This is an optimization exercise on Yosys and OpenROAD, whose aim is small area, not a production implementation.
The RTL was checked by simulation tests, not by an equivalence proof against the original design.
The clock port is modelled as an ideal driver; clocking choices that lean on that would not hold on a real chip.

==> inputs of violet <==
## bst_rx
module bst_rx #(
    parameter MAX_FRAME = 1798
) (
    input  wire         clk,
    input  wire         rst,             
    input  wire         in_valid,
    input  wire [7:0]   in_byte,
    output reg          dat_valid,
    output wire [7:0]   dat_byte,
    output wire [10:0]  dat_idx,
    output reg          evt_valid,
    output wire [2:0]   evt_kind,
    output wire [7:0]   msg_tag,
    output wire [2:0]   msg_prio,
    output wire [7:0]   msg_pdus,
    output wire [7:0]   msg_pduf,
    output wire [1:0]   msg_dp,
    output wire [7:0]   msg_dst,
    output wire         msg_dst_valid,
    output wire [7:0]   msg_src,
    output wire [31:0]  msg_ts,
    output wire [1:0]   msg_trc,
    output wire         msg_dir,
    output wire [7:0]   msg_dpp,
    output wire [7:0]   msg_ctrl,
    output wire [17:0]  msg_pgn,
    output wire [10:0]  msg_dlen,
    output wire [10:0]  err_len,
    output wire [7:0]   err_byte,
    output wire [7:0]   err_expected,
    output wire         err_cks_valid,
    output wire [7:0]   err_id,
    output wire         err_id_valid,
    output wire [2:0]   err_field,
    output wire [15:0]  err_declared,
    output wire [15:0]  err_actual
);
    localparam [7:0] DLE = 8'h10;
    localparam [7:0] STX = 8'h02;
    localparam [7:0] ETX = 8'h03;
    localparam [1:0] S_SCAN     = 2'd0;
    localparam [1:0] S_SCAN_DLE = 2'd1;
    localparam [1:0] S_BODY     = 2'd2;
  ...
export LEC_CHECK = 0
export CAP_MARGIN = 0
export CORE_MARGIN = 2
export CORE_UTILIZATION = 40
export GPL_TIMING_DRIVEN = 0
export PLACE_DENSITY = 0.6
export SLEW_MARGIN = 0
create_clock -name core_clock -period 7.0 [get_ports {clk}]
standard.sh (not shown) runs the stock make flow with config.mk's settings and CLKGATE_MAP_FILE= SYNTH_SCRIPT=/design/flow/synth_recipe.tcl, a recipe that flattens the netlist after the stock synthesis.
==> flow/flow/run.sh <==
#!/bin/bash
# Standard layout with these changes:
# - synthesis maps the logic with ABC on each of eight area-oriented scripts
#   (flow/area*.abc) and keeps the smallest result (flow/synth.tcl), with
#   adders left to ABC as plain logic rather than mapped to adder cells and
#   carry chains built as ripple rather than Kogge-Stone trees;
# - synthesis's pass-through buffers are removed before placement, as the
#   timing-driven placement does (flow/pre_global_place.tcl);
# - the port buffers use the smallest buffer cell;
# - the clock tree uses small leaf buffers without dummy loads, and leaf
#   buffers whose flip-flops would see a slow clock edge are upsized
#   (flow/post_cts.tcl).
set -euo pipefail
F="$PWD/flow"
export AREA_ABC_SCRIPTS="$(ls "$F"/area*.abc | tr "\n" " ")"
export PRE_GLOBAL_PLACE_TCL="$F/pre_global_place.tcl"
export POST_CTS_TCL="$F/post_cts.tcl"
export BUFFER_PORTS_ARGS="-buffer_cell sky130_fd_sc_hd__buf_1"
export CTS_ARGS="-sink_clustering_enable -repair_clock_nets -dont_use_dummy_load -root_buf sky130_fd_sc_hd__clkbuf_8 -buf_list sky130_fd_sc_hd__clkbuf_4 -sink_clustering_size 8 -sink_clustering_max_diameter 40"
bash standard.sh SYNTH_SCRIPT="$F/synth.tcl" ADDER_MAP_FILE= SYNTH_OPERATIONS_ARGS=-flatten finish > make_finish.log 2>&1
==> flow/flow/area1.abc <==
strash
&get -n
&st
&dc2
&syn3
&dch -f
&nf -p -R 1000 -C 32
&st
&dc2
&syn3
&dch -f
&nf -p -R 1000 -C 32
&put
==> flow/flow/area2.abc <==
strash
&get -n
&st
&dc2
&syn3
&dch -f
&nf -p -R 1000 -C 32
&st
&dc2
&syn3
&dch -f
&nf -p -R 1000 -C 32
&st
&dc2
&syn3
&dch -f
&nf -p -R 1000 -C 32
&put
==> flow/flow/area3.abc <==
strash
&get -n
&st
&dc2
&syn3
&dch
&nf -p -R 1000 -C 32
&st
&dc2
&syn3
&dch
&nf -p -R 1000 -C 32
&put
==> flow/flow/area4.abc <==
strash
&get -n
&st
&dc2
&syn3
&dch -f
&nf -p -R 1000 -C 32 -E 50
&st
&dc2
&syn3
&dch -f
&nf -p -R 1000 -C 32 -E 50
&put
==> flow/flow/area5.abc <==
strash
&get -n
&st
&dc2
&syn3
&dch
&nf -p -R 1000 -C 32
&st
&dc2
&syn3
&dch
&nf -p -R 1000 -C 32
&st
&dc2
&syn3
&dch
&nf -p -R 1000 -C 32
&put
==> flow/flow/area6.abc <==
strash
&get -n
&st
&dc2
&syn3
&dch
&nf -p -R 1000
&st
&dc2
&syn3
&dch
&nf -p -R 1000
&put
==> flow/flow/area7.abc <==
strash
&get -n
&st
&dc2
&syn3
&dch
&nf -p -R 1000 -C 32 -F 6 -A 4
&st
&dc2
&syn3
&dch
&nf -p -R 1000 -C 32 -F 6 -A 4
&put
==> flow/flow/area8.abc <==
strash
&get -n
&st
&dc2
&syn3
&dch -f
&nf -p -R 1000 -C 32 -k
&st
&dc2
&syn3
&dch -f
&nf -p -R 1000 -C 32 -k
&put
==> flow/flow/synth.tcl <==
# The standard synthesis (synth_recipe.tcl), with ABC run on each of the
# area-oriented scripts listed in AREA_ABC_SCRIPTS in place of ORFS's script;
# the mapping with the smallest cell area is kept. The registers are mapped
# before ABC runs, so they come out as in the standard synthesis.
proc synth {args} { yosys synth -nofsm -noshare {*}$args }
proc abc {args} {
  set i [lsearch -exact $args -script]
  set libs {}
  for {set j 0} {$j < [llength $args]} {incr j} {
    if { [lindex $args $j] eq "-liberty" } { lappend libs -liberty [lindex $args [expr {$j + 1}]] }
  }
  set stat_file $::env(OBJECTS_DIR)/abc_choice_stat.txt
  yosys design -save before_abc
  set best_area -1
  set best_k -1
  set k 0
  foreach script $::env(AREA_ABC_SCRIPTS) {
    yosys design -load before_abc
    set a $args
    if { $i >= 0 } { set a [lreplace $a [expr {$i + 1}] [expr {$i + 1}] $script] }
    yosys abc {*}$a
    yosys tee -q -o $stat_file stat {*}$libs
    set f [open $stat_file r]
    set txt [read $f]
    close $f
    if { [regexp {Chip area for module[^:]*:\s*([0-9.eE+]+)} $txt -> area] } {
      puts "ABC script $script: cell area $area"
      if { $best_area < 0 || $area < $best_area } {
        set best_area $area
        set best_k $k
      }
    }
    yosys design -save after_abc_$k
    incr k
  }
  puts "ABC: keeping script [lindex $::env(AREA_ABC_SCRIPTS) $best_k] (cell area $best_area)"
  yosys design -load after_abc_$best_k
}
source $::env(SCRIPTS_DIR)/synth.tcl
# left out here: clear keep_hierarchy, flatten, clean up, hide names made inside functions, write 1_2_yosys.v
Other scripts of this flow, unchanged in this note and not shown: flow/flow/post_cts.tcl, flow/flow/pre_global_place.tcl
==> inputs of raven, as changes to violet <==
--- a/flow/design.v
+++ b/flow/design.v
@@ -5,15 +5,16 @@
     input  wire         is_d,        
     input  wire [7:0]   s_l,
     input  wire [7:0]   s_x,
     input  wire [7:0]   s_h2,
     input  wire [7:0]   s_pdus,
     input  wire [7:0]   s_pduf,
     input  wire [7:0]   s_c,
-    output wire         l_ok,        
+    input  wire         l_ok,        
+    output wire         l_ok_now,    
     output wire [2:0]   kind,        
     output wire [2:0]   prio,
     output wire         dst_valid,
     output wire [17:0]  pgn,
     output wire [10:0]  dlen,
     output reg  [2:0]   field,
     output wire         id_valid,
@@ -29,15 +30,15 @@
     wire nz      = (n != 11'd0);
     wire short8  = (n < 11'd8);
     wire short13 = (n < 11'd13);
     wire short   = is_d ? short13 : short8;
     wire data_ok = (s_l <= 8'd14);      
     wire ll_big  = (ll > 16'd1785);
     wire [8:0] l_plus2 = {1'b0, s_l} + 9'd2;
-    assign     l_ok    = (n == {2'd0, l_plus2});
+    assign     l_ok_now = (n == {2'd0, l_plus2});
     wire [3:0]  c = short ? 4'd0 : (is_d ? 4'd13 : (l_ok ? 4'd8 : 4'd2));
     wire [10:0] d = n - {7'd0, c};
     wire [15:0] t    = {is_d ? s_h2 : 8'd0, s_x};
     wire        t_ok = (t[10:0] == d);
     wire ok_a = !short8 && l_ok && t_ok;
     wire ok_b = !short8 && l_ok && data_ok;
     wire ok_d = !short13 && !ll_big && t_ok;
@@ -76,15 +77,15 @@
     input  wire         rst,             
     input  wire         in_valid,
     input  wire [7:0]   in_byte,
     output reg          dat_valid,
     output wire [7:0]   dat_byte,
     output wire [10:0]  dat_idx,
     output reg          evt_valid,
-    output wire [2:0]   evt_kind,
+    output reg  [2:0]   evt_kind,
     output wire [7:0]   msg_tag,
     output wire [2:0]   msg_prio,
     output wire [7:0]   msg_pdus,
     output wire [7:0]   msg_pduf,
     output wire [1:0]   msg_dp,
     output wire [7:0]   msg_dst,
     output wire         msg_dst_valid,
@@ -118,29 +119,30 @@
     localparam [1:0] E_UNESC    = 2'd2;
     localparam [1:0] E_TOOLARGE = 2'd3;
     reg  [1:0]   state;
     reg          empty;      
     reg  [10:0]  idx;        
     reg  [7:0]   nsum;       
     reg  [7:0]   blast;      
-    reg          cks_nz;
-    reg  [1:0]   ek;         
+    reg          cks_nz;     
     reg  [7:0]   s_l, s_x, s_h2, s_pdus, s_pduf, s_src, s_dst, s_c;
     reg  [7:0]   s_ts0, s_ts1, s_ts2, s_ts3;
-    reg          t_d;
-    wire is_a  = !t_d && ((s_ts3 == 8'h93) || (s_ts3 == 8'h94));
-    wire is_b  = !t_d && (s_ts3 == 8'h95);
+    reg          t_lo, t_hi, t_d;
+    wire is_a  = t_lo ^ t_hi;
+    wire is_b  = t_lo && t_hi;
     wire is_d  = t_d;
+    wire known = t_lo || t_hi || t_d;
     wire b_dle = (in_byte == DLE);
     wire b_stx = (in_byte == STX);
     wire b_etx = (in_byte == ETX);
     wire [7:0]   nsum_all = nsum - blast;
     wire buf_full = !empty && idx[10] && idx[9] && idx[8] && idx[2] && idx[1];
     wire [2:0] md_kind;      
-    wire       l_ok;         
+    wire       l_ok_now;     
+    reg        l_ok;
     reg          append;         
     reg          unesc;          
     reg          fend;           
     reg          clear;          
     reg  [1:0]   next_state;
     reg          ev;             
     reg  [1:0]   ev_class;
@@ -228,51 +230,56 @@
     always @(posedge clk) begin
         idx <= (in_valid && (append || unesc || fend) && empty) ? 11'd0
              : idx + {10'd0, in_valid && (append || unesc)};
         if (wr) begin
             nsum  <= empty ? 8'd0 : nsum_all;
             blast <= in_byte;
         end
-        if (wr && pos[0])                              t_d    <= (in_byte == 8'hD0);
+        if (wr && pos[0]) begin
+            t_lo <= (in_byte == 8'h93) || (in_byte == 8'h95);
+            t_hi <= (in_byte == 8'h94) || (in_byte == 8'h95);
+            t_d  <= (in_byte == 8'hD0);
+        end
         if (wr && (pos[1] || (pos[8] && is_d)))        s_l    <= in_byte;
         if (wr && (pos[1] || (pos[7] && is_a)))        s_x    <= in_byte;
         if (wr && pos[2])                              s_h2   <= in_byte;
         if (wr && (pos[3] || (pos[5] && !is_a)))       s_pdus <= in_byte;
         if (wr && (pos[4] || (pos[6] && !is_a)))       s_pduf <= in_byte;
         if (wr && pos[4])                              s_src  <= in_byte;
         if (wr && (pos[3] || (pos[5] && is_b) || (pos[6] && is_a)))
                                                        s_dst  <= in_byte;
         if (wr && (pos[5] || (pos[7] && !is_a)))       s_c    <= in_byte;
         if (wr && (pos[2] || (pos[9] && !is_b)))       s_ts0  <= in_byte;
         if (wr && (pos[3] || (pos[10] && !is_b)))      s_ts1  <= in_byte;
         if (wr && pos[11])                             s_ts2  <= in_byte;
-        if (wr && (pos[0] || (pos[12] && t_d)))        s_ts3  <= in_byte;
+        if (wr && (pos[0] || (pos[12] && known)))      s_ts3  <= in_byte;
     end
     always @(posedge clk) begin
         if (rst) begin
             dat_valid <= 1'b0;
             evt_valid <= 1'b0;
         end else begin
             dat_valid <= in_valid && append;
             evt_valid <= in_valid && ev;
         end
-        ek       <= ev_class;
+        evt_kind <= (ev_class == E_FRAME) ? md_kind : {1'b0, ev_class};
         cks_nz <= !empty;
+        l_ok   <= l_ok_now;
     end
     assign dat_byte = blast;
     assign dat_idx  = idx;
     bst_msg_dec u_msg (
         .n(idx), .is_a(is_a), .is_b(is_b), .is_d(is_d),
-        .s_l(s_l), .s_x(s_x), .s_h2(s_h2), .s_pdus(s_pdus), .s_pduf(s_pduf), .s_c(s_c), .l_ok(l_ok),
+        .s_l(s_l), .s_x(s_x), .s_h2(s_h2), .s_pdus(s_pdus), .s_pduf(s_pduf), .s_c(s_c), .l_ok(l_ok), .l_ok_now(l_ok_now),
         .kind(md_kind), .prio(msg_prio), .dst_valid(msg_dst_valid), .pgn(msg_pgn),
         .dlen(msg_dlen), .field(err_field), .id_valid(err_id_valid),
         .declared(err_declared), .actual(err_actual)
     );
-    wire [7:0] tag = t_d ? 8'hD0 : s_ts3;
-    assign evt_kind = (ek == E_FRAME) ? md_kind : {1'b0, ek};
+    wire [7:0] tag = known ? {1'b1, t_d, 1'b0, 1'b1, 1'b0, t_hi, t_lo && !t_hi, t_lo}
+                           : s_ts3;
     assign msg_tag  = tag;
     assign msg_pdus = s_pdus;
     assign msg_pduf = s_pduf;
     assign msg_dp   = s_c[1:0];
     assign msg_dst  = s_dst;
     assign msg_src  = s_src;
     assign msg_ts   = {is_b ? 16'd0 : {s_ts3, s_ts2}, s_ts1, s_ts0};
==> inputs of umber, as changes to violet <==
--- a/flow/design.v
+++ b/flow/design.v
@@ -1,19 +1,19 @@
 module bst_msg_dec (
+    input  wire         clk,
     input  wire [10:0]  n,           
     input  wire         is_a,        
     input  wire         is_b,        
     input  wire         is_d,        
     input  wire [7:0]   s_l,
     input  wire [7:0]   s_x,
     input  wire [7:0]   s_h2,
     input  wire [7:0]   s_pdus,
     input  wire [7:0]   s_pduf,
     input  wire [7:0]   s_c,
-    output wire         l_ok,        
     output wire [2:0]   kind,        
     output wire [2:0]   prio,
     output wire         dst_valid,
     output wire [17:0]  pgn,
     output wire [10:0]  dlen,
     output reg  [2:0]   field,
     output wire         id_valid,
@@ -26,18 +26,21 @@
     localparam [2:0] F_LL     = 3'd3;
     localparam [2:0] F_DATA   = 3'd4;
     wire [15:0] ll = {s_h2, s_x};
     wire nz      = (n != 11'd0);
     wire short8  = (n < 11'd8);
     wire short13 = (n < 11'd13);
     wire short   = is_d ? short13 : short8;
-    wire data_ok = (s_l <= 8'd14);      
+    wire data_ok = (n <= 11'd16);
     wire ll_big  = (ll > 16'd1785);
     wire [8:0] l_plus2 = {1'b0, s_l} + 9'd2;
-    assign     l_ok    = (n == {2'd0, l_plus2});
+    wire       l_ok_now = (n == {2'd0, l_plus2});
+    reg        l_ok;
+    always @(posedge clk)
+        l_ok <= l_ok_now;
     wire [3:0]  c = short ? 4'd0 : (is_d ? 4'd13 : (l_ok ? 4'd8 : 4'd2));
     wire [10:0] d = n - {7'd0, c};
     wire [15:0] t    = {is_d ? s_h2 : 8'd0, s_x};
     wire        t_ok = (t[10:0] == d);
     wire ok_a = !short8 && l_ok && t_ok;
     wire ok_b = !short8 && l_ok && data_ok;
     wire ok_d = !short13 && !ll_big && t_ok;
@@ -76,15 +79,15 @@
     input  wire         rst,             
     input  wire         in_valid,
     input  wire [7:0]   in_byte,
     output reg          dat_valid,
     output wire [7:0]   dat_byte,
     output wire [10:0]  dat_idx,
     output reg          evt_valid,
-    output wire [2:0]   evt_kind,
+    output reg  [2:0]   evt_kind,
     output wire [7:0]   msg_tag,
     output wire [2:0]   msg_prio,
     output wire [7:0]   msg_pdus,
     output wire [7:0]   msg_pduf,
     output wire [1:0]   msg_dp,
     output wire [7:0]   msg_dst,
     output wire         msg_dst_valid,
@@ -118,29 +121,26 @@
     localparam [1:0] E_UNESC    = 2'd2;
     localparam [1:0] E_TOOLARGE = 2'd3;
     reg  [1:0]   state;
     reg          empty;      
     reg  [10:0]  idx;        
     reg  [7:0]   nsum;       
     reg  [7:0]   blast;      
-    reg          cks_nz;
-    reg  [1:0]   ek;         
-    reg  [7:0]   s_l, s_x, s_h2, s_pdus, s_pduf, s_src, s_dst, s_c;
+    reg          cks_nz;     
+    reg  [7:0]   s_tag, s_l, s_x, s_h2, s_pdus, s_pduf, s_src, s_dst, s_c;
     reg  [7:0]   s_ts0, s_ts1, s_ts2, s_ts3;
-    reg          t_d;
-    wire is_a  = !t_d && ((s_ts3 == 8'h93) || (s_ts3 == 8'h94));
-    wire is_b  = !t_d && (s_ts3 == 8'h95);
-    wire is_d  = t_d;
+    wire is_a = (s_tag == 8'h93) || (s_tag == 8'h94);
+    wire is_b = (s_tag == 8'h95);
+    wire is_d = (s_tag == 8'hD0);
     wire b_dle = (in_byte == DLE);
     wire b_stx = (in_byte == STX);
     wire b_etx = (in_byte == ETX);
     wire [7:0]   nsum_all = nsum - blast;
     wire buf_full = !empty && idx[10] && idx[9] && idx[8] && idx[2] && idx[1];
     wire [2:0] md_kind;      
-    wire       l_ok;         
     reg          append;         
     reg          unesc;          
     reg          fend;           
     reg          clear;          
     reg  [1:0]   next_state;
     reg          ev;             
     reg  [1:0]   ev_class;
@@ -228,61 +228,59 @@
     always @(posedge clk) begin
         idx <= (in_valid && (append || unesc || fend) && empty) ? 11'd0
              : idx + {10'd0, in_valid && (append || unesc)};
         if (wr) begin
             nsum  <= empty ? 8'd0 : nsum_all;
             blast <= in_byte;
         end
-        if (wr && pos[0])                              t_d    <= (in_byte == 8'hD0);
+        if (wr && pos[0])                              s_tag  <= in_byte;
         if (wr && (pos[1] || (pos[8] && is_d)))        s_l    <= in_byte;
         if (wr && (pos[1] || (pos[7] && is_a)))        s_x    <= in_byte;
         if (wr && pos[2])                              s_h2   <= in_byte;
         if (wr && (pos[3] || (pos[5] && !is_a)))       s_pdus <= in_byte;
         if (wr && (pos[4] || (pos[6] && !is_a)))       s_pduf <= in_byte;
         if (wr && pos[4])                              s_src  <= in_byte;
         if (wr && (pos[3] || (pos[5] && is_b) || (pos[6] && is_a)))
                                                        s_dst  <= in_byte;
         if (wr && (pos[5] || (pos[7] && !is_a)))       s_c    <= in_byte;
         if (wr && (pos[2] || (pos[9] && !is_b)))       s_ts0  <= in_byte;
         if (wr && (pos[3] || (pos[10] && !is_b)))      s_ts1  <= in_byte;
         if (wr && pos[11])                             s_ts2  <= in_byte;
-        if (wr && (pos[0] || (pos[12] && t_d)))        s_ts3  <= in_byte;
+        if (wr && pos[12])                             s_ts3  <= in_byte;
     end
     always @(posedge clk) begin
         if (rst) begin
             dat_valid <= 1'b0;
             evt_valid <= 1'b0;
         end else begin
             dat_valid <= in_valid && append;
             evt_valid <= in_valid && ev;
         end
-        ek       <= ev_class;
+        evt_kind <= (ev_class == E_FRAME) ? md_kind : {1'b0, ev_class};
         cks_nz <= !empty;
     end
     assign dat_byte = blast;
     assign dat_idx  = idx;
     bst_msg_dec u_msg (
-        .n(idx), .is_a(is_a), .is_b(is_b), .is_d(is_d),
-        .s_l(s_l), .s_x(s_x), .s_h2(s_h2), .s_pdus(s_pdus), .s_pduf(s_pduf), .s_c(s_c), .l_ok(l_ok),
+        .clk(clk), .n(idx), .is_a(is_a), .is_b(is_b), .is_d(is_d),
+        .s_l(s_l), .s_x(s_x), .s_h2(s_h2), .s_pdus(s_pdus), .s_pduf(s_pduf), .s_c(s_c),
         .kind(md_kind), .prio(msg_prio), .dst_valid(msg_dst_valid), .pgn(msg_pgn),
         .dlen(msg_dlen), .field(err_field), .id_valid(err_id_valid),
         .declared(err_declared), .actual(err_actual)
     );
-    wire [7:0] tag = t_d ? 8'hD0 : s_ts3;
-    assign evt_kind = (ek == E_FRAME) ? md_kind : {1'b0, ek};
-    assign msg_tag  = tag;
+    assign msg_tag  = s_tag;
     assign msg_pdus = s_pdus;
     assign msg_pduf = s_pduf;
     assign msg_dp   = s_c[1:0];
     assign msg_dst  = s_dst;
     assign msg_src  = s_src;
     assign msg_ts   = {is_b ? 16'd0 : {s_ts3, s_ts2}, s_ts1, s_ts0};
     assign msg_trc  = s_c[6:5];
     assign msg_dir  = s_c[7];
     assign msg_dpp  = s_c;
     assign msg_ctrl = s_l;
     assign err_len       = idx;
     assign err_byte      = blast;
     assign err_expected  = nsum;
     assign err_cks_valid = cks_nz;
-    assign err_id        = tag;
+    assign err_id        = s_tag;
 endmodule
==> flow/flow/run.sh (replaced) <==
#!/bin/bash
# Standard layout with these changes:
# - synthesis maps the logic with ABC on each of four area-oriented scripts
#   (flow/area*.abc) and keeps the smallest result (flow/synth.tcl);
# - synthesis's pass-through buffers are removed before placement, as the
#   timing-driven placement does (flow/pre_global_place.tcl);
# - the port buffers use the smallest buffer cell;
# - the clock tree uses small leaf buffers without dummy loads, and leaf
#   buffers whose flip-flops would see a slow clock edge are upsized
#   (flow/post_cts.tcl).
set -euo pipefail
F="$PWD/flow"
export AREA_ABC_SCRIPTS="$F/area1.abc $F/area2.abc $F/area3.abc $F/area4.abc"
export PRE_GLOBAL_PLACE_TCL="$F/pre_global_place.tcl"
export POST_CTS_TCL="$F/post_cts.tcl"
export BUFFER_PORTS_ARGS="-buffer_cell sky130_fd_sc_hd__buf_1"
export CTS_ARGS="-sink_clustering_enable -repair_clock_nets -dont_use_dummy_load -root_buf sky130_fd_sc_hd__clkbuf_8 -buf_list sky130_fd_sc_hd__clkbuf_4 -sink_clustering_size 8 -sink_clustering_max_diameter 40"
bash standard.sh SYNTH_SCRIPT="$F/synth.tcl" finish > make_finish.log 2>&1
==> flow/flow/area1.abc (replaced) <==
strash
&get -n
&st
&dc2
&syn2
&dch -f
&nf -p -R 1000 -C 32
&st
&dc2
&syn2
&dch -f
&nf -p -R 1000 -C 32
&put
==> flow/flow/area2.abc (replaced) <==
strash
&get -n
&st
&dc2
&syn3
&dch -f
&nf -p -R 1000 -C 32
&st
&dc2
&syn3
&dch -f
&nf -p -R 1000 -C 32
&put
==> flow/flow/area3.abc (replaced) <==
strash
&get -n
&st
&syn2
&dch -f
&nf -p -R 1000
&st
&syn2
&dch -f
&nf -p -R 1000
&put
==> flow/flow/area4.abc (replaced) <==
strash
&get -n
&st
&dc2
&syn2
&dch -f
&nf -p -R 1000 -C 32 -F 8 -A 8 -a
&st
&dc2
&syn2
&dch -f
&nf -p -R 1000 -C 32 -F 8 -A 8 -a
&put
==> flow/config.mk (replaced) <==
export PLATFORM = sky130hd
export DESIGN_NAME = bst_rx
export DESIGN_NICKNAME = bst_rx
export VERILOG_FILES = /design/flow/design.v
export SDC_FILE = /design/flow/constraint.sdc
export NUM_CORES = 4
export LEC_CHECK = 0
export CAP_MARGIN = 0
export CORE_MARGIN = 2
export CORE_UTILIZATION = 65
export GPL_TIMING_DRIVEN = 0
export PLACE_DENSITY = 0.75
export SLEW_MARGIN = 0
removed: flow/flow/area5.abc
removed: flow/flow/area6.abc
removed: flow/flow/area7.abc
removed: flow/flow/area8.abc
==> summary of the runs <==
- Against violet, the fmax of umber is higher by about 10%.
- Core utilization: violet < raven < umber.
- The lowest routed wire length belongs to violet, the highest to raven.
- Clock skew: violet > umber > raven.
- The lowest cell area belongs to violet, the highest to umber.
- violet completed with no timing, DRC or antenna violations. raven produced a clean layout. umber went through all stages and came out clean.

[port drivers added, routing unchanged]
How much do the figures lean on ideal ports? The routed layouts below were timed once more, with nothing changed but the port constraints.
Step 1 sets driving cells, clkbuf_16 on the clock port and buf_2 on the other inputs (assumed; they add their load-dependent delay and slew).
Step 2 also shifts input and output timing later by t, the mid clock arrival at the registers, as if the neighbouring blocks saw the same clock.
Three values: ideal ports, drivers, drivers and shift; two values: the first two.
run	t (ns)	slack for setup (ns)	cell pins on the clock port's net
violet	0.450	0.367 / 0.333 / 0.783	1
raven	0.449	0.445 / 0.408 / 0.857	1
umber	0.423	0.961 / 0.929 / 1.352	1
After both steps setup and hold are still met in every run listed.
